This design comes from an exercise in tuning for small area, a short achievable clock period and few clock cycles per item on the open sky130 flow, not from production work. In this exercise RTL edits were held to simulation tests only and were not proved equivalent to the original. Power figures rest on the tool's default switching activity, not on a simulated workload.

// idfor_enc32
module idfor_enc32 (
    input  wire        clk,
    input  wire        rst,
    input  wire        cmd_valid,
    output wire        cmd_ready,
    input  wire [27:0] cmd_n,
    input  wire [1:0]  cmd_sel,
    input  wire        in_valid,
    output wire        in_ready,
    input  wire [31:0] in_data,
    output wire        out_valid,
    input  wire        out_ready,
    output wire [31:0] out_data,
    output wire        out_last
);
Size: roughly 100 I/O pins, roughly 230,000 sq um of cells after synthesis.
export LEC_CHECK = 0
export ABC_CLOCK_PERIOD_IN_PS = 4000
export CAP_MARGIN = 20
export CORE_MARGIN = 2
export CORE_UTILIZATION = 60
export CTS_BUF_LIST = sky130_fd_sc_hd__clkbuf_8
export SLEW_MARGIN = 20
export SYNTH_MEMORY_MAX_BITS = 8192
create_clock -name core_clock -period 12.0 [get_ports {clk}]
run.sh (not shown) runs the stock make flow with config.mk's settings and CLKGATE_MAP_FILE= SYNTH_SCRIPT=/design/flow/synth_recipe.tcl, a recipe that flattens the netlist after the stock synthesis.
Testbench counts at the start, summed over its fixed seeds: cycles 43,414, elements 35,051.
Then changed:
--- a/flow/design.v
+++ b/flow/design.v
@@ -7,19 +7,19 @@
     input  wire [1:0]  cmd_sel,
     input  wire        in_valid,
     output wire        in_ready,
     input  wire [31:0] in_data,
     output wire        out_valid,
     input  wire        out_ready,
     output wire [31:0] out_data,
     output wire        out_last
 );
-    localparam integer R     = 164;      
+    localparam integer R     = 163;      
     localparam integer K     = 2;        
     localparam integer GRES  = 3;        
     localparam [6:0]   ATAIL = 7'd64;    
     reg        f_act;
     reg [27:0] f_left;
     reg        cmd_rdy_r, in_rdy_r;
     reg        xv0, xv1;
     reg [32:0] xd0, xd1;            
     assign cmd_ready = cmd_rdy_r;
@@ -166,20 +166,19 @@
                     end
                 end else begin
                     w_ntail <= w_ntail - 28'd1;
                     w_A     <= (w_ntail == 28'd1) ? A_up[6:0] : A_sum[6:0];
                 end
             end else
                 w_A <= A_e;
         end
     end
-    reg         hs1, h_run, vv, pcv, pcv_d, h_pat;
-    reg [127:0] pcr;             
+    reg         hs1, h_run, vv, vv_d, h_pat;
     reg [3:0]   h_k;
     reg [31:0]  ref_h;
     reg [255:0] hv8;             
     reg [223:0] cntr;            
     reg [31:0]  M;               
     integer j, c2, j2, c3, j4;
     reg [255:0] hv8_n;
     always @* begin
         for (j = 0; j < 8; j = j + 1)
@@ -203,19 +202,18 @@
                 thermg[4 * k + 3] = gs[k] | v[4 * k + 3];
                 thermg[4 * k + 2] = gs[k] | v[4 * k + 3] | v[4 * k + 2];
                 thermg[4 * k + 1] = gs[k] | v[4 * k + 3] | v[4 * k + 2] | v[4 * k + 1];
                 thermg[4 * k]     = gs[k] | gr[k];
             end
         end
     endfunction
     reg [31:0]  th [0:7];
     reg [223:0] cntr_n;
-    reg [127:0] pc_n;
     reg [31:0]  M_n;
     reg [31:0]  vor;
     reg [1:0]   pa, pb, pc2, pd;
     reg [2:0]   pab, pcd;
     reg [3:0]   pc;
     always @* begin
         vor = 32'd0;
         for (j2 = 0; j2 < 8; j2 = j2 + 1) begin
             th[j2] = thermg(hv8[32 * j2 +: 32], hg8[8 * j2 +: 8]);
@@ -224,59 +222,55 @@
         M_n = M | vor;
         for (c2 = 0; c2 < 32; c2 = c2 + 1) begin
             pa  = {1'b0, th[0][c2]} + {1'b0, th[1][c2]};
             pb  = {1'b0, th[2][c2]} + {1'b0, th[3][c2]};
             pc2 = {1'b0, th[4][c2]} + {1'b0, th[5][c2]};
             pd  = {1'b0, th[6][c2]} + {1'b0, th[7][c2]};
             pab = {1'b0, pa} + {1'b0, pb};
             pcd = {1'b0, pc2} + {1'b0, pd};
             pc  = {1'b0, pab} + {1'b0, pcd};
-            pc_n[4 * c2 +: 4] = pc;
-            cntr_n[7 * c2 +: 7] = cntr[7 * c2 +: 7] + {3'd0, pcr[4 * c2 +: 4]};
+            cntr_n[7 * c2 +: 7] = cntr[7 * c2 +: 7] + {3'd0, pc};
         end
     end
     reg [63:0] hg8;              
     always @(posedge clk) begin
         hv8 <= hv8_n;
-        pcr <= pc_n;
         for (j = 0; j < 64; j = j + 1)
             hg8[j] <= |hv8_n[4 * j +: 4];
         if (rst) begin
             hs1   <= 1'b0;
             h_run <= 1'b0;
             vv    <= 1'b0;
-            pcv   <= 1'b0;
-            pcv_d <= 1'b0;
+            vv_d  <= 1'b0;
         end else begin
             hs1  <= hist_go;
             vv   <= h_run;
-            pcv   <= vv;
-            pcv_d <= pcv;
+            vv_d <= vv;
             if (hs1) begin
                 ref_h <= ref_w;
                 h_pat <= w_pat;
                 h_run <= 1'b1;
                 h_k   <= 4'd0;
                 cntr  <= 224'd0;
                 M     <= 32'd0;
             end else begin
                 if (h_run) begin
                     h_k <= h_k + 4'd1;
                     if (h_k == 4'd15) h_run <= 1'b0;
                 end
-                if (vv)
-                    M    <= M_n;
-                if (pcv)
+                if (vv) begin
                     cntr <= cntr_n;
+                    M    <= M_n;
+                end
             end
         end
     end
-    wire h_fin = pcv_d & ~pcv;
+    wire h_fin = vv_d & ~vv;
     reg  [5:0]  mb_M;
     always @* begin
         mb_M = 6'd0;
         for (c3 = 0; c3 < 32; c3 = c3 + 1)
             if (M[c3]) mb_M = c3[5:0] + 6'd1;
     end
     localparam [2:0] CS_IDLE = 3'd0, CS_SCAN = 3'd1, CS_D1 = 3'd2, CS_D2 = 3'd3, CS_D3 = 3'd4;
     reg  [2:0]  cs;
     reg  [5:0]  mbr;
@@ -574,31 +568,20 @@
                               : ((c_ntail != 28'd0) ? CX_TAIL : CX_HDR);
     reg [6:0] pf_idx;
     integer q;
     always @* begin
         pf_idx = 7'd0;
         for (q = 127; q >= 0; q = q - 1)
             if (flags[q] && q[6:0] >= pnext) pf_idx = q[6:0];
     end
     wire [5:0]  d_whi  = mbr - bsel;
-    reg  [5:0]  d_wmax;              
-    always @* begin
-        case (ebest[3:0])
-            4'd0, 4'd1: d_wmax = 6'd32;
-            4'd2:       d_wmax = 6'd16;
-            4'd3:       d_wmax = 6'd10;
-            4'd4:       d_wmax = 6'd8;
-            4'd5:       d_wmax = 6'd6;
-            4'd6:       d_wmax = 6'd5;
-            default:    d_wmax = 6'd4;
-        endcase
-    end
-    wire        d_fast = (ebest <= 7'd8) && (d_whi <= d_wmax);
+    wire [9:0]  d_ehi  = {6'd0, ebest[3:0]} * {4'd0, d_whi};
+    wire        d_fast = (ebest <= 7'd8) && (d_ehi <= 10'd32);
     always @(posedge clk) begin
         if (rst) begin
             phc        <= K;
             c_exp      <= CX_HDR;
             c_pass     <= PS_LOW;
             c_nblk     <= 21'd0;
             c_ntail    <= 28'd0;
             c_idx      <= 7'd0;
             c_descdone <= 1'b0;
Outcome:
- final cell count drops by 2.6%
- area after synthesis fell by about 2.2%
- final area decreases by about 2.5%
- power is lower by about 3.7%
- global-route usage is lower by 0.36 points
- die area falls by about 2.2%
- count of clock-buffer cells in the layout shrinks by 56
- hold slack improved by 0.022 ns
- critical path depth rose by 3
- via count drops by about 1.8%
- worst setup slack got worse by 0.59 ns
- sequential cell count shrinks by 162
Testbench counts after the change, summed over its fixed seeds: cycles 43,373, elements 35,051.

---

== nickel ==
Another version of the RTL of idfor_enc32 (not shown whole).
Size in the first run: roughly 7,400 flip-flops, about 100 I/O pins, ~0.24 mm2 of cells after synthesis.
clock: 12.0 ns
lec_check: 0
abc_clock_period_in_ps: 4000
cap_margin: 20
core_margin: 2
core_utilization: 60
cts_cluster_diameter: 80
cts_cluster_size: 20
slew_margin: 20
synth_memory_max_bits: 8192
Testbench counts of nickel, summed over its fixed seeds: cycles 41,774, elements 35,051.
Modified inputs, delta compared to nickel
diff --git a/flow/design.v b/flow/design.v
--- a/flow/design.v
+++ b/flow/design.v
@@ -582,27 +582,30 @@
                               : ((c_ntail != 28'd0) ? CX_TAIL : CX_HDR);
     reg [4:0]  pf_g;
     reg        pf_any;
     reg [31:0] pf_val;
     reg [2:0]  pf_n;
     reg        pr_v;                 
     reg [4:0]  pr_g;
     reg [3:0]  pr_f;
-    wire [2:0] pr_n = {2'b0, pr_f[0]} + {2'b0, pr_f[1]} + {2'b0, pr_f[2]} + {2'b0, pr_f[3]};
+    reg [2:0]  pr_n;                 
     reg [6:0]  prem;                 
+    reg [2:0]  sc_n;
     integer q;
     always @* begin
         pf_g   = 5'd0;
         pf_any = 1'b0;
         for (q = 31; q >= 0; q = q - 1)
             if ((|flags[4 * q +: 4]) && q[4:0] >= pnext) begin
                 pf_g   = q[4:0];
                 pf_any = 1'b1;
             end
+        sc_n   = {2'b0, flags[4 * pf_g]} + {2'b0, flags[4 * pf_g + 1]}
+               + {2'b0, flags[4 * pf_g + 2]} + {2'b0, flags[4 * pf_g + 3]};
         pf_val = 32'd0;
         pf_n   = 3'd0;
         for (q = 0; q < 4; q = q + 1)
             if (pr_f[q]) begin
                 pf_val = pf_val | ({24'd0, 1'b0, pr_g, q[1:0]} << {pf_n, 3'b000});
                 pf_n   = pf_n + 3'd1;
             end
     end
@@ -661,16 +664,17 @@
                     xc <= 7'd0;
                 else if (sa_exc)
                     xc <= xc + 7'd1;
             end
             if (pf_scan) begin
                 pr_v  <= pf_any;
                 pr_g  <= pf_g;
                 pr_f  <= flags[4 * pf_g +: 4];
+                pr_n  <= sc_n;
                 pnext <= pf_g + 5'd1;
             end
             if (desc_go) begin
                 sq     <= SQ_REF;
             end else if (sq == SQ_PWAIT) begin
                 prem  <= ce;
                 pnext <= 5'd0;
                 pr_v  <= 1'b0;
[summary]
delta closes out successfully: all stages finished, all timing, DRC and antenna checks passed.
Summary of delta over nickel: hold slack moved down; final standard cell area without fillers climbed about 0.9%; multi-input gate count about even; die outline area now sits higher.
| antenna diode count | lower: delta |
Taking nickel as the reference, in delta first-pass GRT wire length comparable, minimum clock period after layout rose by 780 ps, final cell count now sits higher.
Testbench counts of delta, summed over its fixed seeds: cycles 41,774, elements 35,051.

==> re-timing with driven ports <==
No port has a modelled driver above. Below, the same layouts with a new extraction and two added sets of constraints. Step 1, drivers: a clkbuf_16 drives clk and a buf_2 each remaining input, both assumed. Step 2 also shifts input and output timing later by t, the mid clock arrival at the registers, as if the neighbouring blocks saw the same clock. a / b / c = ideal ports / drivers / drivers and shift; a / b = the first two.
run | shift t [ns] | setup WS [ns] | latest minus earliest clock arrival (ns)
the first run of note 1 | 1.351 | 6.385 / 6.385 / 6.385 | 0.157 / 0.157
the second run of note 1 | 1.371 | 5.795 / 5.795 / 5.428 | 0.176 / 0.176
nickel | 1.098 | 6.326 / 6.326 / 6.326 | 0.072 / 0.071
delta | 1.090 | 5.546 / 5.546 / 5.380 | 0.081 / 0.082
After both steps setup and hold are still met in every run listed. The setup slack of the second run of note 1, which loses most, moves by 0.000 ns with the drivers and by -0.367 ns with both steps.
